This design comes from an exercise in tuning for small area, a short achievable clock period and few clock cycles per item on the open sky130 flow, not from production work.
Function was checked by simulation only, so behaviour that the tests miss may differ from the original.
Power and IR drop assume default switching activity.

===== flow/flow/run.sh =====
#!/bin/bash
# The standard layout (the standard.sh, standard synthesis included), with
# one change: the port buffers that buffer_ports inserts are
# sky130_fd_sc_hd__buf_2 cells. By default it picks clkdlybuf4s50_1, a delay
# cell of about 0.5 ns that the later repair steps cannot resize, and that sits
# on every path from an input or to an output.
set -euo pipefail
export BUFFER_PORTS_ARGS="-buffer_cell sky130_fd_sc_hd__buf_2"
bash standard.sh > standard.log 2>&1

===== flow/config.mk =====
export PLATFORM = sky130hd
export DESIGN_NAME = ssdp_fwd
export DESIGN_NICKNAME = ssdp_fwd
export VERILOG_FILES = /design/flow/design.v
export SDC_FILE = /design/flow/constraint.sdc
export NUM_CORES = 4
export LEC_CHECK = 0
export CAP_MARGIN = 20
export CORE_MARGIN = 2
export CORE_UTILIZATION = 65
export SETUP_SLACK_MARGIN = 5.0
export SLEW_MARGIN = 20
export TNS_END_PERCENT = 5

===== flow/standard.sh =====
#!/bin/bash
# synth_recipe.tcl (not shown) runs the flow's synth.tcl, then flattens the netlist and writes it again
# the make line also repeats each setting of config.mk as NAME=value (left out here)
make -C /OpenROAD-flow-scripts/flow DESIGN_CONFIG=/design/flow/config.mk WORK_HOME=/design/flow/orfs CLKGATE_MAP_FILE= SYNTH_SCRIPT=/design/flow/synth_recipe.tcl "${@:-finish}"

===== flow/constraint.sdc =====
create_clock -name core_clock -period 8.0 [get_ports {clk}]
set_input_delay 1.6000 -clock core_clock [delete_from_list [all_inputs] [get_ports {clk}]]
set_output_delay 1.6000 -clock core_clock [all_outputs]
set_load 0.01 [all_outputs]

===== flow/design.v =====
module ssdp_fwd (
    input  wire         clk,
    input  wire         rst,
    input  wire         cfg_we,
    input  wire [2:0]   cfg_port,
    input  wire [12:0]  cfg_vlan,
    input  wire         st_we,
    input  wire [2:0]   st_port,
    input  wire         st_fwd,
    input  wire [1:0]   tt_policy,
    input  wire         in_valid,
    output reg          in_ready,
    input  wire [2:0]   in_port,
    input  wire [10:0]  in_len,
    input  wire [143:0] in_hdr,
    output reg          out_valid,
    input  wire         out_ready,
    output reg  [1:0]   out_class,
    output reg  [2:0]   out_port,
    output reg  [11:0]  out_vid,
    output reg  [23:0]  out_sel
);
    localparam NP = 8;
    localparam NE = 32;
    reg [12:0]   port_vlan [0:NP-1];
    reg [NP-1:0] port_fwd;
    reg [NE-1:0] ent_valid;
    reg [47:0]   ent_key  [0:NE-1];
    reg [2:0]    ent_port [0:NE-1];
    wire [15:0] in_t0  = in_hdr[47:32];
    wire [15:0] in_t1  = in_hdr[15:0];
    wire        in_tag = (in_t0 == 16'h8200);
    wire        in_mal = (in_len < 11'd14) || (in_tag && (in_len < 11'd18));
    wire        in_ctl = ((in_tag ? in_t1 : in_t0) == 16'd38);
    wire        in_ptrunk = port_vlan[in_port][12];
    wire [11:0] in_vid    = in_ptrunk ? in_hdr[27:16] : port_vlan[in_port][11:0];
    wire [1:0]  in_class  = in_mal ? 2'd0 : in_ctl ? 2'd1 : (in_ptrunk && !in_tag) ? 2'd3 : 2'd2;
    reg         a_v;
    reg [47:0]  a_dst, a_src;
    reg [2:0]   a_p;
    reg         a_ptrunk;
    reg [11:0]  a_vid;
    reg [1:0]   a_class;
    always @(posedge clk) begin
        a_dst    <= in_hdr[143:96];
        a_src    <= in_hdr[95:48];
        a_p      <= in_port;
        a_ptrunk <= in_ptrunk;
        a_vid    <= in_vid;
        a_class  <= in_class;
    end
    reg [NE-1:0] hs, hd;
    integer i;
    always @(*) begin
        for (i = 0; i < NE; i = i + 1) begin
            hs[i] = ent_valid[i] && (ent_key[i] == a_src);
            hd[i] = ent_valid[i] && (ent_key[i] == a_dst);
        end
    end
    wire [NE-1:0] alloc = ~ent_valid & {ent_valid[NE-2:0], 1'b1};
    wire          full  = ent_valid[NE-1];
    wire          learn = a_v && a_class[1];      
    integer j;
    always @(posedge clk) begin
        for (j = 0; j < NE; j = j + 1) begin
            if (learn && (hs[j] || alloc[j])) ent_port[j] <= a_p;
            if (learn && alloc[j]) ent_key[j] <= a_src;
        end
        if (cfg_we)
            port_vlan[cfg_port] <= cfg_vlan;
    end
    reg [23:0] base;
    integer q;
    always @(*) begin
        for (q = 0; q < NP; q = q + 1) begin
            base[3*q +: 3] = 3'd0;
            if ((a_class == 2'd2) && (a_p != q[2:0]) && (!port_vlan[q][12] || port_fwd[q])) begin
                if (port_vlan[q][12]) begin
                    if (!a_ptrunk)
                        base[3*q +: 3] = 3'd2;
                    else if (tt_policy == 2'd1)
                        base[3*q +: 3] = 3'd4;
                    else if (tt_policy == 2'd2)
                        base[3*q +: 3] = 3'd2;
                    else
                        base[3*q +: 3] = 3'd1;
                end else if (a_vid == port_vlan[q][11:0]) begin
                    base[3*q +: 3] = a_ptrunk ? 3'd3 : 3'd1;
                end
            end
        end
    end
    reg          b_v;
    reg [NE-1:0] b_hd;           
    reg          b_self;         
    reg          b_selfin;       
    reg          b_bcast;
    reg [2:0]    b_p;
    reg [11:0]   b_vid;
    reg [1:0]    b_class;
    reg [23:0]   b_base;
    always @(posedge clk) begin
        b_hd     <= hd;
        b_self   <= (a_dst == a_src);
        b_selfin <= !full || (|hs);
        b_bcast  <= &a_dst;
        b_p      <= a_p;
        b_vid    <= a_vid;
        b_class  <= a_class;
        b_base   <= base;
    end
    reg [2:0] hport;
    integer k;
    always @(*) begin
        hport = 3'd0;
        for (k = 0; k < NE; k = k + 1)
            if (b_hd[k]) hport = hport | ent_port[k];
    end
    wire        found   = b_self ? b_selfin : (|b_hd);
    wire [2:0]  d       = b_self ? b_p : hport;
    wire        unicast = !b_bcast && found;
    reg [23:0] sel;
    integer r;
    always @(*) begin
        for (r = 0; r < NP; r = r + 1)
            sel[3*r +: 3] = (!unicast || d == r[2:0]) ? b_base[3*r +: 3] : 3'd0;
    end
    wire [40:0] result = {b_class, b_p, b_vid, sel};
    reg [40:0] sk0, sk1, sk2;
    reg [2:0]  skr, skw;         
    reg [1:0]  sc;               
    wire       o_free  = !out_valid || out_ready;
    wire       sk_any  = (sc != 2'd0);
    wire       sk_pop  = o_free && sk_any;
    wire       sk_push = b_v && (!o_free || sk_any);
    wire [1:0] sc_n    = sc + {1'b0, sk_push} - {1'b0, sk_pop};
    wire       ov_n    = o_free ? (sk_any || b_v) : 1'b1;
    wire       acc     = in_valid && in_ready;
    wire [2:0] n_n     = {2'b0, acc} + {2'b0, a_v} + {2'b0, ov_n} + {1'b0, sc_n};
    wire [40:0] sk_head = ({41{skr[0]}} & sk0) | ({41{skr[1]}} & sk1) | ({41{skr[2]}} & sk2);
    always @(posedge clk) begin
        if (o_free)
            {out_class, out_port, out_vid, out_sel} <= sk_any ? sk_head : result;
        if (sk_push && skw[0]) sk0 <= result;
        if (sk_push && skw[1]) sk1 <= result;
        if (sk_push && skw[2]) sk2 <= result;
    end
    always @(posedge clk) begin
        if (rst) begin
            a_v       <= 1'b0;
            b_v       <= 1'b0;
            in_ready  <= 1'b1;
            out_valid <= 1'b0;
            sc        <= 2'd0;
            skr       <= 3'b001;
            skw       <= 3'b001;
            ent_valid <= {NE{1'b0}};
            port_fwd  <= {NP{1'b1}};
        end else begin
            a_v       <= acc;
            b_v       <= a_v;
            out_valid <= ov_n;
            sc        <= sc_n;
            in_ready  <= (n_n <= 3'd3);
            if (sk_push) skw <= {skw[1:0], skw[2]};
            if (sk_pop)  skr <= {skr[1:0], skr[2]};
            if (st_we)
                port_fwd[st_port] <= st_fwd;
            if (learn && !(|hs))
                ent_valid <= ent_valid | alloc;
        end
    end
endmodule

==> metrics.md, run 1 <==
| Metric | Value |
|---|---|
| Synth warn | `3` |
| Outcome | `no timing/DRC/antenna violations` |
| Hold-fix buffers, CTS | `0` |
| #FFs+latches synth | `2142` |
| Die footprint | `roughly 0.16 mm²` |
| Cell count after placement | `9920` |
| Final-report hold violation count | `0` |
| Crit. End Element | `flop` |
| CTS tree | `yes` |
| Sequential cell area | `approximately 0.062 mm²` |
| Multi-input gate area | `~0.040 mm²` |
| Routed wire length | `between 400000 and 500000 µm` |
| Post-place instance area | `roughly 0.11 mm²` |
| Grt ovf | `0` |
| Crit Path Class | `reg2reg` |
| Worst-Margin Slew | `~1.2 ns` |
| Cell Area, Synth | `~0.10 mm²` |
| Fmax | `between 200 and 300 MHz` |
| Final Instance Count excl. Fillers | `roughly 11000` |
| Crit-path slowest cell | `dfxtp_4` |
| Vias/cell | `approximately 7.4` |
| Die Height | `between 400 and 500 µm` |
| DP Wirelength | `259000 µm` |
| Final setup violation count | `0` |
| CTS root buffer | `clkbuf_16` |
| Layout Skew | `0.0394 ns` |
| Critical Path Start Type | `flop` |
| Post-synth top flop | `edfxtp_1` |
| Worst-Skew Late Latency | `a little over 0.9 ns` |
| Place WS | `approximately 3.5 ns` |
| CP Max Fanout | `19` |
| Max Cap Viol | `0` |
| Worst min path class | `reg2reg` |
| Setup TNS | `0 ns` |
| Worst Path Required | `a little under 9 ns` |
| RSZ-0062 raised after global routing | `yes` |
| Top post-synthesis cells by area | `edfxtp_1, xor2_1, xnor2_1, dfxtp_1, nor4_1` |
| Leakage | `0.0403 µW` |
| Max Buffers Root-to-Sink | `3` |
| DR pass1 iterations | `9` |
| Area delta synth->final | `15.1%` |
| DRT iter0 DRCs | `about 18000` |
| Crit path DAT | `around 4.2 ns` |
| H-tree depth | `4` |
| Drt wl/cell | `approximately 44 µm` |
| Top-area cell type share of the netlist area | `a little over half` |
| Post-synth EDFFs | `1900` |
| Global-route usage over all layers | `between 50 and 60%` |
| Post-synthesis sequential area ratio | `between 50% and 60%` |
| Final Core Density | `between 70 and 80%` |
| Critical path cell sequence | `buf_4, xor2_1, nor4_1, nand4_1, nor4_2` |
| Total CTS buffers | `~220` |
| FILL cells | `just over 10000` |
| Initial antenna violation count | `43` |
| FP Rows | `around 150` |
| Post-synth top area cell | `edfxtp_1` |
| Design area | `roughly 0.12 mm²` |
| Starting density of the core | `between 60% and 70%` |
| Core area | `~0.16 mm²` |
| DR vias | `79700` |
| Post-route clock period utilization | `approximately 43%` |
| Final WS setup | `4.56 ns` |
| Commonest cells in the synthesized netlist | `edfxtp_1, xor2_1, xnor2_1, nor4_1, nand4_1` |
| PD cells | `roughly 220 mW/mm²` |
| DRC | `0` |
| Mapped Cells | `between 7000 and 8000` |
| Die X | `406 µm` |
| Yosys cell types | `74` |
| Number of I/O pins | `229` |
| R2R cell count | `5` |
| Pin count of the biggest net entering global routing | `84` |
| Vias in the first global route | `approximately 73000` |
| Gp weighted congestion | `1.03` |
| First-pass GRT wire length | `609000 µm` |
| Worst hold stages | `0` |
| Syn_nets | `approximately 8000` |
| Tmin final | `between 3 and 4 ns` |
| Top-count cell post-synth | `edfxtp_1` |
| Worst-path clk slew | `~0.06 ns` |
| Synth async-reset ratio | `0%` |
| # port buffers | `~220` |
| Max incr delay on CP | `~0.97 ns` |
| Avg Inst Size Synth | `roughly 14 µm²` |
| CTS sink cnt | `2142` |
| Total Nets Final | `8499` |
| Relative slew slack | `16.9%` |
| Pins Over Slew Limit | `0` |
| Final ANT Viol Nets | `0` |
| Worst vdd ir | `~0.38 mV` |
| Share of post-route cells with drive strength above 1 | `15.8%` |
==> sequential cells by signal, indices dropped and copies added (netlist names), 41 cells and up <==
| signal | count |
|---|---|
| a_dst | 48 |
| a_src | 48 |
| ent_key | 1536 |
| ent_port | 96 |
| port_vlan | 104 |
| sk0 | 41 |
| sk1 | 41 |
| sk2 | 41 |
==> logic make-up after synthesis <==
kind of cell | synth area share [%]
compound gates | 3.85
fa+ha+maj | 0.134
flops | 59.0
simple gates | 7.81
buf+inv | 3.55
xor+xnor | 24.9
mux | 0.702
==> worst max-delay path, delay by kind of cell (launching register included) <==
kind | cells | cell delay, ns
XOR/XNOR | 1 | 0.14
buffers and inverters | 1 | 0.64
flip-flops | 1 | 0.97
AND/OR/NAND/NOR | 3 | 1.43
==> path summary, 6_finish.rpt <==
kind | start | end | slack, ns
setup / recovery | a_dst[19] | b_hd[24] | 4.56
hold / removal | a_class[0] | b_class[0] | 0.37
setup reg to reg | a_dst[19] | b_hd[24] | 4.56
hold reg to reg | a_class[0] | b_class[0] | 0.37
==> cells in the final DEF (no fill, tap or decap), drive strengths merged, types with 57 or more instances in the layout <==
| cell | instances |
|---|---|
| xor2 | 1699 |
| nand3 | 84 |
| dfxtp | 242 |
| a222oi | 57 |
| a21oi | 126 |
| clkinv | 95 |
| buf | 743 |
| inv | 184 |
| nor4 | 508 |
| nand4 | 421 |
| diode | 57 |
| o22ai | 66 |
| edfxtp | 1900 |
| clkbuf | 301 |
| nand2 | 91 |
| nor3 | 73 |
| nor2 | 124 |
| xnor2 | 1286 |
==> per-stage QoR <==
stage	hold slack (ns)	total power (µW)
5_1_grt	0.373	26700
6_report	0.374	26400
4_1_cts	0.371	25900
3_5_place_dp	0.354	15700
3_3_place_gp	0.350	15700
2_1_floorplan	0.323	14600
==> cell type report <==
| type | count | share of cell area, % |
|---|---|---|
| flip-flops and latches | 2142 | 51.6 |
| multi-input cells | 4989 | 33.2 |
| repair buffers | 766 | 6.51 |
| clock buffers | 289 | 4.89 |
| well taps | 2160 | 2.24 |
| clock inverters | 120 | 0.837 |
| inverters | 189 | 0.619 |
| diodes | 57 | 0.118 |
==> power breakdown <==
part           switching [µW]  internal (µW)
Combinational            2330           1130
Sequential                367          12400
Clock                    4600           5550
==> metal layers <==
layer	track usage (%)	vias to the layer above	wire, µm
li1	-	29500	-
met1	66.8	37900	142000
met2	75.3	9354	183000
met3	23.9	2916	90300
met4	47.2	18	55500
met5	0.892	-	322
==> timing repair <==
action                                  CTS  global route
resized for setup                       137           133
hold endpoints to repair                  0             0
setup buffers                           197            99
pin swaps                                14            23
cloned                                   19            11
endpoints found under the setup margin  200           182
Testbench counts, summed over its fixed seeds: cycles 32,144, frames 32,000.
==> run 2, diff against run 1 <==
--- a/flow/design.v
+++ b/flow/design.v
@@ -51,2 +51,9 @@
     end
+    reg          b_v;
+    reg          b_learn;        
+    reg [NE-1:0] b_hs;           
+    reg [NE-1:0] b_alloc;        
+    wire         b_shit = |b_hs;
+    wire         b_new  = b_learn && !b_shit;
+    wire [NE-1:0] valid = ent_valid | (b_new ? b_alloc : {NE{1'b0}});
     reg [NE-1:0] hs, hd;
@@ -55,8 +62,8 @@
         for (i = 0; i < NE; i = i + 1) begin
-            hs[i] = ent_valid[i] && (ent_key[i] == a_src);
-            hd[i] = ent_valid[i] && (ent_key[i] == a_dst);
+            hs[i] = valid[i] && (ent_key[i] == a_src);
+            hd[i] = valid[i] && (ent_key[i] == a_dst);
         end
     end
-    wire [NE-1:0] alloc = ~ent_valid & {ent_valid[NE-2:0], 1'b1};
-    wire          full  = ent_valid[NE-1];
+    wire [NE-1:0] alloc = ~valid & {valid[NE-2:0], 1'b1};
+    wire          full  = valid[NE-1];
     wire          learn = a_v && a_class[1];      
@@ -65,4 +72,4 @@
         for (j = 0; j < NE; j = j + 1) begin
-            if (learn && (hs[j] || alloc[j])) ent_port[j] <= a_p;
             if (learn && alloc[j]) ent_key[j] <= a_src;
+            if (b_learn && (b_hs[j] || b_alloc[j])) ent_port[j] <= b_p;
         end
@@ -92,7 +99,6 @@
     end
-    reg          b_v;
     reg [NE-1:0] b_hd;           
     reg          b_self;         
-    reg          b_selfin;       
     reg          b_bcast;
+    reg          b_full;         
     reg [2:0]    b_p;
@@ -103,5 +109,7 @@
         b_hd     <= hd;
+        b_hs     <= hs;
+        b_alloc  <= alloc;
         b_self   <= (a_dst == a_src);
-        b_selfin <= !full || (|hs);
         b_bcast  <= &a_dst;
+        b_full   <= full;
         b_p      <= a_p;
@@ -118,5 +126,4 @@
     end
-    wire        found   = b_self ? b_selfin : (|b_hd);
-    wire [2:0]  d       = b_self ? b_p : hport;
-    wire        unicast = !b_bcast && found;
+    wire        b_none  = b_self && !b_bcast && (!b_full || b_shit);
+    wire        unicast = !b_self && !b_bcast && (|b_hd);
     reg [23:0] sel;
@@ -125,3 +132,3 @@
         for (r = 0; r < NP; r = r + 1)
-            sel[3*r +: 3] = (!unicast || d == r[2:0]) ? b_base[3*r +: 3] : 3'd0;
+            sel[3*r +: 3] = (!b_none && (!unicast || hport == r[2:0])) ? b_base[3*r +: 3] : 3'd0;
     end
@@ -151,2 +158,3 @@
             b_v       <= 1'b0;
+            b_learn   <= 1'b0;
             in_ready  <= 1'b1;
@@ -161,2 +169,3 @@
             b_v       <= a_v;
+            b_learn   <= learn;
             out_valid <= ov_n;
@@ -168,4 +177,4 @@
                 port_fwd[st_port] <= st_fwd;
-            if (learn && !(|hs))
-                ent_valid <= ent_valid | alloc;
+            if (b_new)
+                ent_valid <= ent_valid | b_alloc;
         end
--- a/flow/config.mk
+++ b/flow/config.mk
@@ -10,2 +10,4 @@
 export CORE_UTILIZATION = 65
+export CTS_CLUSTER_DIAMETER = 100
+export CTS_CLUSTER_SIZE = 25
 export SETUP_SLACK_MARGIN = 5.0
==> metrics.md, run 2 <==
| Metric | Value |
|---|---|
| Outcome | `no timing/DRC/antenna violations` |
| R2R cell count | `5 (unchanged)` |
| Delay-heaviest family, CP | `simple AND/OR/NAND/NOR gates` |
| Psw | `6020 µW (-18%)` |
| Cell count after placement | `9801 (-1.2%)` |
| Most common cell after layout, fill and taps aside | `xor2_1` |
| Max Buffers Root-to-Sink | `3 (unchanged)` |
| Gp weighted congestion | `0.978 (-4.8%)` |
| Final-report hold violation count | `0 (unchanged)` |
| Global-route usage over all layers | `46.4% (-8.8 points)` |
| Crit Path Class | `reg2reg` |
| Number of I/O pins | `229 (unchanged)` |
| DP Wirelength | `235000 µm (-9.2%)` |
| Largest register by flop count | `ent_key` |
| Worst min path class | `reg2reg` |
| Yosys cell types | `54 (-27%)` |
| Max reg flops | `1536 (unchanged)` |
| Setup TNS | `0 ns (unchanged)` |
| Final Instance Count excl. Fillers | `10000 (-6.6%)` |
| Top post-synthesis cells by area | `edfxtp_1, xor2_1, dfxtp_1, nor4_1, nand4_1` |
| DR pass1 iterations | `7 (-2)` |
| PD cells | `195 mW/mm² (-11%)` |
| Vias/cell | `6.98 (-6.3%)` |
| Leading cell types in the layout, fill and taps excluded | `xor2_1, edfxtp_1, nor4_1` |
| Synth async-reset ratio | `0% (unchanged)` |
| CP Max Fanout | `29 (+10)` |
| Share of post-route cells with drive strength above 1 | `9.95% (-5.9 points)` |
| FP Rows | `147 (unchanged)` |
| Sequential Power Share | `60.6% (+12 points)` |
| Most frequent CP cell | `nor4_1` |
| Relative slew slack | `15.4% (-1.4 points)` |
| Pins Over Slew Limit | `0 (unchanged)` |
| Post-synth top area cell | `edfxtp_1` |
| Post-synth top flop | `edfxtp_1` |
| Vias in the first global route | `66800 (-8.4%)` |
| Hold-fix buffers, CTS | `0 (unchanged)` |
| Area delta synth->final | `7.49%` |
| Worst-Skew Late Latency | `0.80 ns (-0.13 ns)` |
| Worst-Margin Slew | `1.27 ns (+0.0230 ns)` |
| Max Cap Viol | `0 (unchanged)` |
| Crit. End Element | `flop` |
| Mapped Cells | `7655 (-1.4%)` |
| RSZ-0062 raised after global routing | `yes` |
| Critical path cell sequence | `buf_4, xor2_1, nor4_1, nand4_1, nor4_1` |
| Worst Path Required | `8.57 ns (-0.15 ns)` |
| Die Height | `406 µm (about the same)` |
| Cell Area, Synth | `0.105 mm² (about the same)` |
| Die footprint | `0.165 mm² (about the same)` |
| Critical Path Start Type | `flop` |
| #FFs+latches synth | `2207 (+3.0%)` |
| Commonest cells in the synthesized netlist | `xor2_1, edfxtp_1, nor4_1, dfxtp_1, nand4_1` |
| Fmax | `298 MHz (+2.6%)` |
| DR vias | `69800 (-12%)` |
| Worst hold stages | `0 (unchanged)` |
| Comb pwr share | `11.7% (-1.4 points)` |
| Synth warn | `3 (unchanged)` |
| Internal Power | `16000 µW (-16%)` |
| Post-synthesis sequential area ratio | `60.3% (+1.2 points)` |
| Post-route clock period utilization | `41.9% (-1.1 points)` |
| Syn_nets | `7851 (-1.4%)` |
| Crit path DAT | `3.93 ns (-0.23 ns)` |
| Grt ovf | `0 (unchanged)` |
| Leakage | `0.0390 µW (-3.2%)` |
| Layout Skew | `0.0423 ns (+0.00291 ns)` |
| Tmin final | `3.35 ns (-0.0875 ns)` |
| CTS tree | `yes` |
| # port buffers | `223 (unchanged)` |
| Pin count of the biggest net entering global routing | `66 (-21%)` |
| Top-area cell type share of the netlist area | `54.4% (about the same)` |
| Worst vdd ir | `0.200 mV (-48%)` |
| DRT iter0 DRCs | `12400 (-29%)` |
| Die X | `406 µm (about the same)` |
| Total Nets Final | `7951 (-6.4%)` |
| Top Registers | `ent_key (1536), port_vlan (104), ent_port (96)` |
| First-pass GRT wire length | `524000 µm (-14%)` |
| Starting density of the core | `65.4% (about the same)` |
| Worst path bufs/invs | `1 (unchanged)` |
| Post-synth EDFFs | `1900 (unchanged)` |
| Final setup violation count | `0 (unchanged)` |
| Crit-path slowest cell | `nor4_1` |
| CTS sink cnt | `2207 (+3.0%)` |
| Final ANT Viol Nets | `0 (unchanged)` |
| Core area | `0.160 mm² (unchanged)` |
| H-tree depth | `3 (-1)` |
| Top-count cell post-synth | `xor2_1` |
| Total CTS buffers | `98 (-54%)` |
| Critical Path Stages | `5 (unchanged)` |
| CTS root buffer | `clkbuf_16` |
| Worst-path clk slew | `0.10 ns (+0.04 ns)` |
| Switch share | `27.4% (-0.25 points)` |
| Drt wl/cell | `38.8 µm (-12%)` |
| Avg Inst Size Synth | `13.7 µm² (+1.5%)` |
| Initial antenna violation count | `21 (-51%)` |
| DRC | `0 (unchanged)` |
| Clock share of power | `27.6% (-11 points)` |
| Max incr delay on CP | `0.89 ns (-0.08 ns)` |
| Routed wire length | `388000 µm (-18%)` |
-- run 2: cell count changes after synthesis, moves of 76 or more --
cell and change:
nand4_1 -177, xnor2_1 -1251, nor4_1 +378, nand3_1 -76, xor2_1 +1485, buf_2 +142, buf_6 -126, inv_1 -153
-- run 2: area by class of cell --
class | instances | area [µm²]
Sequential cell | 2207 | 63600
Fill cell | 11300 | 47700
Multi-Input combinational cell | 4966 | 40300
Timing Repair Buffer | 452 | 3210
Clock buffer | 177 | 2770
Tap cell | 2160 | 2700
Inverter | 30 | 115
Clock inverter | 8 | 88.8
Antenna cell | 3 | 7.51
-- run 2: worst paths after layout --
| check | endpoint | slack, ns | from |
|---|---|---|---|
| worst max register to register | b_hs[11] | 4.65 | a_src[14] |
| worst max-delay path | b_hs[11] | 4.65 | a_src[14] |
| worst min register to register | b_class[0] | 0.42 | a_class[0] |
| worst min-delay path | b_class[0] | 0.42 | a_class[0] |
-- run 2: kinds of logic after synthesis --
group,synth area share (%)
XOR/XNOR,26.9
adder cells (fa/ha/maj),0.134
AND/OR/NAND/NOR,8.19
multiplexers,0.724
AO/OA/AOI/OAI,1.84
buffers and inverters,1.95
flip-flops,60.3
-- run 2: layer usage --
layer | vias up | global-route usage (%) | share of wire (%) | wire, µm
met2 | 5931 | 69.0 | 43 | 166000
met4 | 18 | 28.9 | 8.3 | 32100
met3 | 1509 | 11.4 | 15 | 56400
met5 | - | 0 | 0.027 | 106
li1 | 27800 | - | - | -
met1 | 34600 | 61.6 | 34 | 134000
-- run 2: through the flow --
stage	setup WS (ns)	power [µW]	hold slack, ns	util, %	area (µm²)
finish	4.65	22000	0.416	70.3	113000
global route	4.78	22400	0.414	70.3	113000
CTS	4.72	21800	0.405	70.1	112000
detailed placement	3.62	16000	0.388	68.2	109000
global placement	3.61	16000	0.403	68.2	109000
floorplan	4.01	14800	0.323	-	105000
-- run 2: power by group through the flow --
stage / clock network, µW / logic, µW / registers, µW
after global placement: 0 / 2440 / 13600
after CTS: 6010 / 2470 / 13300
after global routing: 6370 / 2660 / 13300
final: 6070 / 2580 / 13300
after detailed placement: 0 / 2450 / 13600
after floorplan: 0 / 1540 / 13200
-- run 2: repair_timing --
action                      CTS  global route
pin swaps                     1             2
setup endpoints to repair  1681          1605
gates resized for setup      20            40
setup buffers                 2             9
cloned                        3             0
Testbench counts of run 2, summed over its fixed seeds: cycles 32,144, frames 32,000.
==> run 3, diff against run 2 <==
--- a/flow/design.v
+++ b/flow/design.v
@@ -145,3 +145,6 @@
     wire       acc     = in_valid && in_ready;
-    wire [2:0] n_n     = {2'b0, acc} + {2'b0, a_v} + {2'b0, ov_n} + {1'b0, sc_n};
+    wire [2:0] kept  = {2'b0, a_v} + {2'b0, b_v} + {1'b0, sc};
+    wire       held  = out_valid && !out_ready;
+    wire       rdy_n = (kept <= 3'd1) || ((kept == 3'd2) && !(acc && held)) ||
+                       ((kept == 3'd3) && !acc && !held);
     wire [40:0] sk_head = ({41{skr[0]}} & sk0) | ({41{skr[1]}} & sk1) | ({41{skr[2]}} & sk2);
@@ -172,3 +175,3 @@
             sc        <= sc_n;
-            in_ready  <= (n_n <= 3'd3);
+            in_ready  <= rdy_n;
             if (sk_push) skw <= {skw[1:0], skw[2]};
--- a/flow/config.mk
+++ b/flow/config.mk
@@ -14,2 +14,2 @@
 export SLEW_MARGIN = 20
-export TNS_END_PERCENT = 5
+export TNS_END_PERCENT = 100
==> metrics.md, run 3 <==
| Metric | Value |
|---|---|
| Sequential Power Share | `60.5% (about the same)` |
| Routed wire length | `392000 µm (+1.1%)` |
| Largest register by flop count | `ent_key` |
| CTS tree | `yes` |
| Tmin final | `3.17 ns (-0.182 ns)` |
| DRC | `0 (unchanged)` |
| PD cells | `194 mW/mm² (-0.48%)` |
| Pins Over Slew Limit | `0 (unchanged)` |
| Worst-Skew Late Latency | `0.81 ns (about the same)` |
| Post-place instance area | `0.110 mm² (+0.40%)` |
| Avg Inst Size Synth | `13.6 µm² (-0.87%)` |
| Vias in the first global route | `67200 (+0.65%)` |
| Total CTS buffers | `98 (unchanged)` |
| DR pass1 iterations | `12 (+5)` |
| Starting density of the core | `65.4% (about the same)` |
| Worst-Margin Slew | `1.10 ns (-0.166 ns)` |
| Vias/cell | `7.05 (+1.0%)` |
| Commonest cells in the synthesized netlist | `xor2_1, edfxtp_1, nor4_1, clkbuf_1, dfxtp_1` |
| DP Wirelength | `237000 µm (+1.1%)` |
| CTS sink cnt | `2207 (unchanged)` |
| Layout Skew | `0.0484 ns (+0.00612 ns)` |
| Fmax | `315 MHz (+5.7%)` |
| Yosys cell types | `51 (-5.6%)` |
| Number of I/O pins | `229 (unchanged)` |
| H-tree depth | `3 (unchanged)` |
| Final-report hold violation count | `0 (unchanged)` |
| Crit. End Element | `flop` |
| Worst-path clk slew | `0.10 ns (about the same)` |
| Leakage | `0.0393 µW (+0.66%)` |
| Most common cell after layout, fill and taps aside | `xor2_1` |
| Pwr Total | `22100 µW (+0.42%)` |
| Max Buffers Root-to-Sink | `3 (unchanged)` |
| Post-route clock period utilization | `39.7% (-2.3 points)` |
| Met3 Wirelength | `57700 µm (+2.3%)` |
| CTS root buffer | `clkbuf_16` |
| Worst vdd ir | `0.268 mV (+34%)` |
| Crit Path Class | `reg2reg` |
| Cell Area, Synth | `0.105 mm² (-0.12%)` |
| Clock share of power | `27.7% (about the same)` |
| Core area | `0.160 mm² (-0.11%)` |
| Worst Hold Slack | `0.369 ns (-0.0468 ns)` |
| Met2 wire length | `167000 µm (+0.76%)` |
| RSZ-0062 raised after global routing | `yes` |
| M1 WL | `135000 µm (+1.0%)` |
| Relative slew slack | `26.1% (+11 points)` |
| Top Metal Used | `met5` |
| Most frequent CP cell | `nor4_1` |
| Top post-synthesis cells by area | `edfxtp_1, xor2_1, dfxtp_1, nor4_1, nand4_1` |
| Leading cell types in the layout, fill and taps excluded | `xor2_1, edfxtp_1, nor4_1` |
| DRT iter0 DRCs | `12800 (+3.3%)` |
| CP Max Fanout | `20 (-31%)` |
| Area delta synth->final | `8.59%` |
| Final setup violation count | `0 (unchanged)` |
| Global-route usage over all layers | `46.7% (+0.34 points)` |
| Design area | `0.114 mm² (+0.90%)` |
| First-pass GRT wire length | `528000 µm (+0.71%)` |
| Hold-fix buffers, CTS | `0 (unchanged)` |
| Syn_nets | `7909 (+0.74%)` |
| Initial antenna violation count | `18 (-14%)` |
| Outcome | `no timing/DRC/antenna violations` |
| Switch share | `27.6% (+0.20 points)` |
| Worst Path Required | `8.62 ns (+0.05 ns)` |
| Max Cap Viol | `0 (unchanged)` |
| Drt wl/cell | `38.9 µm (+0.33%)` |
| Gp weighted congestion | `1.00 (+2.7%)` |
| Critical Path Start Type | `flop` |
| Post-synth top area cell | `edfxtp_1` |
| Internal Power | `16000 µW (+0.15%)` |
| Die footprint | `0.164 mm² (-0.12%)` |
| Final ANT Viol Nets | `0 (unchanged)` |
| Crit-path slowest cell | `dfxtp_4` |
| Synth async-reset ratio | `0% (unchanged)` |
| Top Registers | `ent_key (1536), port_vlan (104), ent_port (96)` |
| # port buffers | `223 (unchanged)` |
| Comb pwr share | `11.8% (about the same)` |
| Worst min path class | `reg2reg` |
| Die X | `405 µm (about the same)` |
| Synth warn | `3 (unchanged)` |
| Post-synthesis sequential area ratio | `60.3% (+0.074 points)` |
| Crit path DAT | `3.80 ns (-0.13 ns)` |
| Mapped Cells | `7713 (+0.76%)` |
| Post-synth top flop | `edfxtp_1` |
| Share of post-route cells with drive strength above 1 | `10.4% (+0.48 points)` |
| DR vias | `71100 (+1.9%)` |
| Grt ovf | `0 (unchanged)` |
| Top-count cell post-synth | `xor2_1` |
| Final Core Density | `71.0% (+0.72 points)` |
| Critical path cell sequence | `buf_4, xor2_1, nor4_1, nand4_1, nor4_1` |
| Max incr delay on CP | `0.82 ns (-0.07 ns)` |
| Die Height | `405 µm (about the same)` |
| Total Nets Final | `8029 (+0.98%)` |
| Pin count of the biggest net entering global routing | `66 (unchanged)` |
| Top-area cell type share of the netlist area | `54.5% (+0.067 points)` |
| Setup TNS | `0 ns (unchanged)` |
| Post-synth EDFFs | `1900 (unchanged)` |
| FP Rows | `147 (unchanged)` |
| #FFs+latches synth | `2207 (unchanged)` |
| Psw | `6090 µW (+1.1%)` |
| Max reg flops | `1536 (unchanged)` |
==> run 3: changes by cell type in the layout (fill, tap and decap cells not counted), sizes merged, moves of 13 or more <==
cell   before  now
nor2      111  189
a41oi       9   24
inv        33   49
o22ai      21    8
buf       450  466
o21a       33    0
nor3b      47   32
==> run 3: area by class of cell <==
cell class / instances / area (µm²)
sequential: 2207 / 63600
inverter: 48 / 194
clock buffer: 178 / 2770
antenna: 6 / 15.0
tap: 2160 / 2700
timing repair inverter: 4 / 25.0
clock inverter: 7 / 87.6
multi-input combinational: 5003 / 40700
fill: 11100 / 46500
timing repair buffer: 471 / 3670
==> run 3: path summary, 6_finish.rpt <==
path	startpoint	endpoint	slack, ns	cells after the start
max reg2reg	a_dst[32]	b_hd[15]	4.83	5
min	a_class[0]	b_class[0]	0.37	0
max	a_dst[32]	b_hd[15]	4.83	5
min reg2reg	a_class[0]	b_class[0]	0.37	0
==> run 3: through the flow <==
step | setup WS [ns] | cells
3_3_place_gp | 3.57 | 9855
4_1_cts | 4.93 | 10100
6_report | 4.83 | 10100
2_1_floorplan | 4.37 | 7713
5_1_grt | 4.93 | 10100
3_5_place_dp | 3.58 | 9856
==> run 3: timing repair <==
item,CTS,global route
setup endpoints to repair,1853,1579
pin swaps,3,1
gates resized for setup,81,67
cloned,5,1
setup buffers,7,24
==> run 3: logic make-up after synthesis <==
| kind of cell | synth area share (%) |
|---|---|
| XOR/XNOR | 26.9 |
| flip-flops | 60.3 |
| AND/OR/NAND/NOR | 8.30 |
| buffers and inverters | 1.81 |
| AO/OA/AOI/OAI | 1.76 |
| multiplexers | 0.722 |
| adder cells (fa/ha/maj) | 0.136 |
==> run 3: routing by layer <==
metal	vias to the layer above	GRT usage, %
met5	-	0
met4	16	28.5
met3	1576	11.9
met2	6284	69.5
met1	35200	62.0
li1	28000	-
==> run 3: critical path, delay by kind of cell (launching register included) <==
kind | cells | cell delay, ns
flops | 1 | 0.82
xor+xnor | 1 | 0.16
buf+inv | 1 | 0.81
simple gates | 3 | 1.21
==> run 3: power groups by stage <==
stage | Sequential (µW) | Combinational [µW] | Clock (µW)
floorplan | 13200 | 1540 | 0
global placement | 13600 | 2440 | 0
detailed placement | 13600 | 2460 | 0
CTS | 13300 | 2490 | 6040
global route | 13300 | 2700 | 6380
finish | 13400 | 2620 | 6110
Testbench counts of run 3, summed over its fixed seeds: cycles 32,144, frames 32,000.
==> run 4, diff against run 3 <==
--- a/flow/config.mk
+++ b/flow/config.mk
@@ -9,3 +9,3 @@
 export CORE_MARGIN = 2
-export CORE_UTILIZATION = 65
+export CORE_UTILIZATION = 75
 export CTS_CLUSTER_DIAMETER = 100
==> metrics.md, run 4 <==
| Metric | Value |
|---|---|
| Most common cell after layout, fill and taps aside | `xor2_1` |
| Initial antenna violation count | `16 (-2)` |
| Commonest cells in the synthesized netlist | `xor2_1, edfxtp_1, nor4_1, clkbuf_1, dfxtp_1` |
| CP Max Fanout | `48 (+140%)` |
| CTS sink cnt | `2207 (unchanged)` |
| Worst hold start | `a_class[0]` |
| Max Cap Viol | `0 (unchanged)` |
| Post-route clock period utilization | `39.2% (-0.43 points)` |
| #FFs+latches synth | `2207 (unchanged)` |
| Core area | `0.139 mm² (-13%)` |
| # port buffers | `223 (unchanged)` |
| Max Buffers Root-to-Sink | `3 (unchanged)` |
| DR pass1 iterations | `7 (-5)` |
| Total CTS buffers | `98 (unchanged)` |
| Worst min path class | `reg2reg` |
| Pin count of the biggest net entering global routing | `66 (unchanged)` |
| Largest register by flop count | `ent_key` |
| Crit path DAT | `3.59 ns (-0.21 ns)` |
| Critical Path Start Type | `flop` |
| RSZ-0062 raised after global routing | `yes` |
| Syn_nets | `7909 (unchanged)` |
| Synth warn | `3 (unchanged)` |
| DRC | `0 (unchanged)` |
| R2r endpoint | `ent_key[30][21]` |
| R2R cell count | `10 (+5)` |
| Fmax | `319 MHz (+1.1%)` |
| Outcome | `no timing/DRC/antenna violations` |
| Max reg flops | `1536 (unchanged)` |
| DP Wirelength | `227000 µm (-4.4%)` |
| Top post-synthesis cells by area | `edfxtp_1, xor2_1, dfxtp_1, nor4_1, nand4_1` |
| Gp weighted congestion | `1.02 (+1.1%)` |
| Post-synth top area cell | `edfxtp_1` |
| First-pass GRT wire length | `517000 µm (-2.0%)` |
| Cell Area, Synth | `0.105 mm² (unchanged)` |
| Post-synth top flop | `edfxtp_1` |
| Worst r2r src | `b_hs[2]` |
| Relative slew slack | `23.0% (-3.0 points)` |
| Top Registers | `ent_key (1536), port_vlan (104), ent_port (96)` |
| Post-synthesis sequential area ratio | `60.3% (unchanged)` |
| Vias/cell | `7.38 (+4.7%)` |
| Grt ovf | `0 (unchanged)` |
| Die X | `378 µm (-6.8%)` |
| Final ANT Viol Nets | `0 (unchanged)` |
| Final setup violation count | `0 (unchanged)` |
| Worst-path clk slew | `0.10 ns (about the same)` |
| Largest family of logic cells by synthesized area | `XOR/XNOR gates` |
| Die footprint | `0.143 mm² (-13%)` |
| Worst vdd ir | `0.287 mV (+7.1%)` |
| Worst Hold Slack | `0.448 ns (+0.0783 ns)` |
| DRT iter0 DRCs | `13800 (+8.0%)` |
| Routed wire length | `381000 µm (-3.0%)` |
| Total Nets Final | `8017 (-0.15%)` |
| Starting density of the core | `75.3% (+10 points)` |
| Simple-gate share of the synthesized area | `8.30% (unchanged)` |
| Psw | `6020 µW (-1.2%)` |
| Avg Inst Size Synth | `13.6 µm² (unchanged)` |
| Synth Area in XOR/XNOR | `26.9% (unchanged)` |
| Area delta synth->final | `8.18%` |
| Comb pwr share | `12.0% (+0.2 points)` |
| Setup TNS | `0 ns (unchanged)` |
| Vias in the first global route | `69600 (+3.6%)` |
| Clock share of power | `27.5% (-0.2 points)` |
| FP Rows | `137 (-6.8%)` |
| Worst-Margin Slew | `1.15 ns (+0.0515 ns)` |
| CTS root buffer | `clkbuf_16` |
| Worst hold stages | `0 (unchanged)` |
| Synth Area in Adders | `0.136% (unchanged)` |
| Sequential Power Share | `60.5% (about the same)` |
| Pins Over Slew Limit | `0 (unchanged)` |
| Switch share | `27.3% (-0.32 points)` |
| Top-count cell post-synth | `xor2_1` |
| CTS tree | `yes` |
| Design area | `0.113 mm² (-0.38%)` |
| Crit. End Element | `flop` |
| Worst Path Required | `8.45 ns (-0.17 ns)` |
| PD cells | `195 mW/mm² (+0.33%)` |
| Share of post-route cells with drive strength above 1 | `10.1% (-0.31 points)` |
| Post-synthesis mux area share | `0.722% (unchanged)` |
| Final-report hold violation count | `0 (unchanged)` |
| Internal Power | `16100 µW (+0.38%)` |
| Yosys cell types | `51 (unchanged)` |
| Number of I/O pins | `229 (unchanged)` |
| Global-route usage over all layers | `52.6% (+5.8 points)` |
| Tmin final | `3.14 ns (-0.0348 ns)` |
| Mapped Cells | `7713 (unchanged)` |
| Die Height | `378 µm (-6.8%)` |
| FILL cells | `7905 (-29%)` |
| Synth async-reset ratio | `0% (unchanged)` |
| DR vias | `72300 (+1.7%)` |
| H-tree depth | `3 (unchanged)` |
| Flop-to-flop setup slack | `4.86 ns (+0.03 ns)` |
| Worst-Skew Late Latency | `0.79 ns (-0.02 ns)` |
| Compound-Gate Fraction of Synth Area | `1.76% (unchanged)` |
| Top-area cell type share of the netlist area | `54.5% (unchanged)` |
| Leakage | `0.0392 µW (about the same)` |
| Post-place instance area | `0.109 mm² (-0.40%)` |
| Hold EP | `b_class[0]` |
| Layout Skew | `0.0343 ns (-0.0141 ns)` |
| Drt wl/cell | `38.9 µm (about the same)` |
| Post-synth EDFFs | `1900 (unchanged)` |
| Leading cell types in the layout, fill and taps excluded | `xor2_1, edfxtp_1, nor4_1` |
| Crit Path Class | `reg2reg` |
-- run 4: cell counts after synthesis --
Identical to the previous run, type by type.
-- run 4: worst max-delay path, stage by stage, from the launching register on --
cell,delay (ns)
dfxtp_1,0.47
nor4_4,0.40
nand4_1,0.13
buf_4,0.18
nor4_4,0.25
buf_4,0.23
clkbuf_16,0.25
a21oi_4,0.07
buf_4,0.21
nor3b_4,0.24
buf_12,0.29
-- run 4: layout make-up --
cell class                      instances  area [µm²]  area share [%]
Antenna cell                            9        22.5          0.0199
Clock buffer                          183        2880            2.54
Clock inverter                          2        28.8          0.0254
Inverter                               48         194           0.171
Multi-Input combinational cell       5003       40600            35.9
Sequential cell                      2207       63600            56.1
Tap cell                             1876        2350            2.07
Timing Repair Buffer                  459        3620            3.20
Timing Repair inverter                  4        25.0          0.0221
-- run 4: cell families (layout without fill, tap and decap cells) --
group,after synthesis,in the layout
AND/OR/NAND/NOR,1473,1473
other,0,9
flip-flops,2207,2207
adder cells (fa/ha/maj),11,11
XOR/XNOR,3219,3219
AO/OA/AOI/OAI,256,256
buffers and inverters,504,696
multiplexers,43,44
-- run 4: layer usage --
metal  wire length [µm]  up-vias  GRT usage (%)
met3              68800     2163           18.8
met2             155000     7552           74.1
met5                199        -              0
met1             117000    34600           66.5
met4              39700       14           40.4
li1                   -    28000              -
-- run 4: timing repair --
| item | CTS | global route |
|---|---|---|
| setup buffers | 6 | 15 |
| resized for setup | 49 | 106 |
| setup endpoints to repair | 1857 | 1647 |
| hold buffers | 0 | 0 |
| pin swaps | 2 | 3 |
| cloned | 5 | 8 |
| hold endpoints to repair | 0 | 0 |
-- run 4: how the worst max path moves through the flow --
stage                     start              end  slack [ns]  cells past startpoint
floorplan             out_ready            sc[1]        4.37                     11
global placement      out_ready          sk2[11]        3.64                      5
detailed placement    out_ready          sk2[11]        3.57                      5
CTS                 out_port[2]      out_port[2]        4.93                      1
global route            b_hs[2]  ent_key[30][21]        4.88                     10
finish                  b_hs[2]  ent_key[30][21]        4.86                     10
-- run 4: stage by stage --
step / util, % / total power [µW] / worst slack, ns / instances
2_1_floorplan: - / 14800 / 4.37 / 7713
3_3_place_gp: 78.7 / 16000 / 3.64 / 9563
3_5_place_dp: 78.7 / 16000 / 3.57 / 9563
4_1_cts: 81.0 / 21800 / 4.93 / 9759
5_1_grt: 81.5 / 22300 / 4.88 / 9784
6_report: 81.5 / 22100 / 4.86 / 9791
-- run 4: power groups by stage --
stage          Clock, µW  Sequential (µW)  Combinational [µW]
2_1_floorplan          0            13200                1540
3_3_place_gp           0            13600                2390
3_5_place_dp           0            13600                2440
4_1_cts             5970            13300                2480
5_1_grt             6300            13300                2690
6_report            6080            13300                2640
==> run 5, diff against run 4 <==
--- a/flow/design.v
+++ b/flow/design.v
@@ -39,2 +39,3 @@
     reg [47:0]  a_dst, a_src;
+    reg [47:0]  a_dst_n, a_src_n;    
     reg [2:0]   a_p;
@@ -46,2 +47,4 @@
         a_src    <= in_hdr[95:48];
+        a_dst_n  <= ~in_hdr[143:96];
+        a_src_n  <= ~in_hdr[95:48];
         a_p      <= in_port;
@@ -61,5 +64,9 @@
     always @(*) begin
-        for (i = 0; i < NE; i = i + 1) begin
+        for (i = 0; i < NE / 2; i = i + 1) begin
             hs[i] = valid[i] && (ent_key[i] == a_src);
             hd[i] = valid[i] && (ent_key[i] == a_dst);
+        end
+        for (i = NE / 2; i < NE; i = i + 1) begin
+            hs[i] = valid[i] && (ent_key[i] == ~a_src_n);
+            hd[i] = valid[i] && (ent_key[i] == ~a_dst_n);
         end
@@ -72,3 +79,3 @@
         for (j = 0; j < NE; j = j + 1) begin
-            if (learn && alloc[j]) ent_key[j] <= a_src;
+            if (learn && alloc[j]) ent_key[j] <= (j < NE / 2) ? a_src : ~a_src_n;
             if (b_learn && (b_hs[j] || b_alloc[j])) ent_port[j] <= b_p;
--- a/flow/config.mk
+++ b/flow/config.mk
@@ -9,3 +9,3 @@
 export CORE_MARGIN = 2
-export CORE_UTILIZATION = 75
+export CORE_UTILIZATION = 65
 export CTS_CLUSTER_DIAMETER = 100
==> metrics.md, run 5 <==
| Metric | Value |
|---|---|
| Drt wl/cell | `42.6 µm (+9.7%)` |
| Relative slew slack | `13.4% (-9.6 points)` |
| Core area | `0.164 mm² (+18%)` |
| Crit. End Element | `flop` |
| Cell Area, Synth | `0.107 mm² (+2.5%)` |
| FP Rows | `149 (+8.8%)` |
| Clock share of power | `27.4% (about the same)` |
| Design area | `0.122 mm² (+7.5%)` |
| Top post-synthesis cells by area | `edfxtp_1, xor2_1, xnor2_1, dfxtp_1, nor4_1` |
| Sequential Power Share | `58.5% (-2.0 points)` |
| Final Instance Count excl. Fillers | `10800 (+9.8%)` |
| FILL cells | `10800 (+37%)` |
| Top-area cell type share of the netlist area | `53.2% (-1.3 points)` |
| Post-synth top flop | `edfxtp_1` |
| Final ANT Viol Nets | `0 (unchanged)` |
| Vias in the first global route | `72100 (+3.6%)` |
| Number of I/O pins | `229 (unchanged)` |
| Synth warn | `3 (unchanged)` |
| Die Height | `410 µm (+8.6%)` |
| H-tree depth | `3 (unchanged)` |
| Largest register by flop count | `ent_key` |
| Crit path DAT | `3.85 ns (+0.26 ns)` |
| First-pass GRT wire length | `595000 µm (+15%)` |
| Die footprint | `0.168 mm² (+18%)` |
| Leading cell types in the layout, fill and taps excluded | `edfxtp_1, xor2_1, xnor2_1` |
| Synth async-reset ratio | `0% (unchanged)` |
| Top Registers | `ent_key (1536), port_vlan (104), ent_port (96)` |
| Worst min path class | `reg2reg` |
| Avg Inst Size Synth | `13.5 µm² (-0.63%)` |
| CTS tree | `yes` |
| Vias/cell | `7.32 (-0.83%)` |
| Most common cell after layout, fill and taps aside | `edfxtp_1` |
| Syn_nets | `8150 (+3.0%)` |
| Crit Path Class | `reg2reg` |
| Gp weighted congestion | `1.03 (+1.6%)` |
| DRC | `0 (unchanged)` |
| DP Wirelength | `268000 µm (+18%)` |
| #FFs+latches synth | `2303 (+4.3%)` |
| Internal Power | `16700 µW (+4.1%)` |
| Max Cap Viol | `0 (unchanged)` |
| Worst Hold Slack | `0.437 ns (-0.0109 ns)` |
| Share of post-route cells with drive strength above 1 | `14.3% (+4.2 points)` |
| CTS sink cnt | `2303 (+4.3%)` |
| Yosys cell types | `50 (-2.0%)` |
| Pins Over Slew Limit | `0 (unchanged)` |
| Worst Path Required | `8.61 ns (+0.16 ns)` |
| Max reg flops | `1536 (unchanged)` |
| Die X | `410 µm (+8.6%)` |
| Setup TNS | `0 ns (unchanged)` |
| DR vias | `78700 (+8.9%)` |
| Post-place instance area | `0.113 mm² (+2.9%)` |
| Final setup violation count | `0 (unchanged)` |
| Post-route clock period utilization | `40.6% (+1.3 points)` |
| Tmin final | `3.24 ns (+0.107 ns)` |
| CP Max Fanout | `6 (-88%)` |
| Worst-Skew Late Latency | `0.82 ns (+0.03 ns)` |
| Total CTS buffers | `102 (+4.1%)` |
| Worst vdd ir | `0.397 mV (+38%)` |
| Leakage | `0.0400 µW (+2.0%)` |
| Pwr Total | `23300 µW (+5.4%)` |
| RSZ-0062 raised after global routing | `yes` |
| Critical path cell sequence | `nor4_4, nand4_1, buf_6, nor4_4, buf_4, buf_12, buf_12, buf_12, a21oi_4, nor4_4` |
| Starting density of the core | `65.3% (-10 points)` |
| Fmax | `308 MHz (-3.3%)` |
| Post-synth EDFFs | `1900 (unchanged)` |
| Top-count cell post-synth | `edfxtp_1` |
| Max Buffers Root-to-Sink | `3 (unchanged)` |
| CTS root buffer | `clkbuf_16` |
| Critical Path Start Type | `flop` |
| Mapped Cells | `7953 (+3.1%)` |
| Worst-path clk slew | `0.10 ns (about the same)` |
| Worst-Margin Slew | `1.30 ns (+0.144 ns)` |
| Switch share | `28.2% (+0.91 points)` |
| Initial antenna violation count | `50 (+34)` |
| Total Nets Final | `8639 (+7.8%)` |
| PD cells | `191 mW/mm² (-1.9%)` |
| Area delta synth->final | `13.5%` |
| Final-report hold violation count | `0 (unchanged)` |
| Global-route usage over all layers | `52.6% (about the same)` |
| DRT iter0 DRCs | `15300 (+11%)` |
| Routed wire length | `459000 µm (+20%)` |
| Layout Skew | `0.0449 ns (+0.0105 ns)` |
| Outcome | `no timing/DRC/antenna violations` |
| Cell count after placement | `10200 (+6.8%)` |
| Grt ovf | `0 (unchanged)` |
| Crit-path slowest cell | `nor4_4` |
| Post-synth top area cell | `edfxtp_1` |
| Commonest cells in the synthesized netlist | `edfxtp_1, xor2_1, xnor2_1, nor4_1, dfxtp_1` |
| Max incr delay on CP | `0.76 ns (+0.29 ns)` |
| # port buffers | `223 (unchanged)` |
| Psw | `6550 µW (+9.0%)` |
| DR pass1 iterations | `9 (+2)` |
| Comb pwr share | `14.1% (+2.1 points)` |
| Pin count of the biggest net entering global routing | `53 (-20%)` |
| Post-synthesis sequential area ratio | `60.7% (+0.34 points)` |
## run 5: cell count changes in the layout (fill, tap and decap cells not counted), moves of 57 or more
| cell | change |
|---|---|
| xnor2_1 | +1536 |
| xor2_1 | -1536 |
| buf_4 | +164 |
| inv_1 | +124 |
| dfxtp_2 | +109 |
| dfxtp_4 | -93 |
| dfxtp_1 | +80 |
| buf_6 | +63 |
| clkbuf_16 | +57 |
## run 5: power by group through the flow
stage	combinational, µW	clock (µW)	sequential [µW]
2_1_floorplan	1670	0	13700
3_3_place_gp	2990	0	13900
3_5_place_dp	3000	0	13900
4_1_cts	3040	6260	13600
5_1_grt	3270	6610	13600
6_report	3290	6370	13600
## run 5: metrics by stage
step | utilization [%] | worst slack, ns
after floorplan | - | 4.37
after global placement | 68.5 | 3.33
after detailed placement | 68.5 | 3.23
after CTS | 72.0 | 4.90
after global routing | 74.0 | 4.80
final | 74.1 | 4.76
## run 5: cells by family (layout without fill, tap and decap cells)
| kind of cell | after synthesis | in the layout | synth area share (%) |
|---|---|---|---|
| muxes | 43 | 44 | 0.704 |
| DFF | 2303 | 2303 | 60.7 |
| buffers and inverters | 647 | 1220 | 2.38 |
| other | 0 | 35 | 0 |
| and+or+nand+nor | 1475 | 1478 | 8.11 |
| xor gates and xnor gates | 3219 | 3219 | 26.3 |
| AOI/OAI and AO/OA | 254 | 254 | 1.70 |
| adders and majority gates | 12 | 12 | 0.145 |
## run 5: critical path: cells and delay by family (launching register included)
family          cells  cell delay, ns
simple gates        4            1.78
compound gates      1            0.11
flops               1            0.35
buf+inv             5            0.77
## run 5: final timing paths
kind / startpoint / endpoint / cells after the start / slack [ns]
min reg2reg: a_p[0] / b_p[0] / 0 / 0.44
max: b_hs[9] / b_hs[15] / 10 / 4.76
max reg2reg: b_hs[9] / b_hs[15] / 10 / 4.76
min: a_p[0] / b_p[0] / 0 / 0.44
## run 5: timing repair
action	4_1_cts	5_1_grt
setup buffers	87	71
setup endpoints to repair	1907	1637
pin swaps	26	51
gates cloned	57	97
hold buffers	0	0
gates resized for setup	159	157
## run 5: layer usage
layer | GRT usage (%) | part of all wire, %
met1 | 66.5 | 32
met2 | 70.5 | 39
met3 | 24.6 | 19
met4 | 37.7 | 10
met5 | 1.67 | 0.23
## run 5: cell type report
class	count	area, µm²	area share [%]
diodes	35	87.6	0.0719
repair buffers	833	9170	7.53
well taps	2189	2740	2.25
flip-flops and latches	2303	65300	53.6
inverters	191	731	0.600
repair inverters	4	25.0	0.0206
clock buffers	186	2890	2.37
clock inverters	6	73.8	0.0606
multi-input cells	5007	40800	33.5
Testbench counts of run 5, summed over its fixed seeds: cycles 32,144, frames 32,000.

[afterwards: timing with drivers on the ports]
Ports are ideal in the flow. The routed layouts listed here were re-timed in OpenROAD. Step 1: set_driving_cell puts a clkbuf_16 on clk and a buf_2 on each other input, an assumption about the parent block. Step 2 moves the port delays by t, midway between the first and last clock arrival at a register: inputs arrive t later, outputs are due t later. That takes back most of the time a late clock gives input paths. Three values: ideal ports, drivers, drivers and shift; two values: the first two.
run | t, ns | setup slack, ns | pins driven straight from the clock port
run 1 | 1.000 | 4.559 / 4.559 / 3.992 | 1
run 2 | 0.866 | 4.646 / 4.646 / 4.050 | 1
run 3 | 0.867 | 4.828 / 4.828 / 4.483 | 1
run 4 | 0.863 | 4.862 / 4.851 / 4.275 | 1
run 5 | 0.879 | 4.756 / 4.756 / 4.266 | 1
After both steps every run listed still meets setup and hold. For run 2, which loses most, drivers alone change the setup slack by 0.000 ns; drivers and shift together by -0.596 ns.
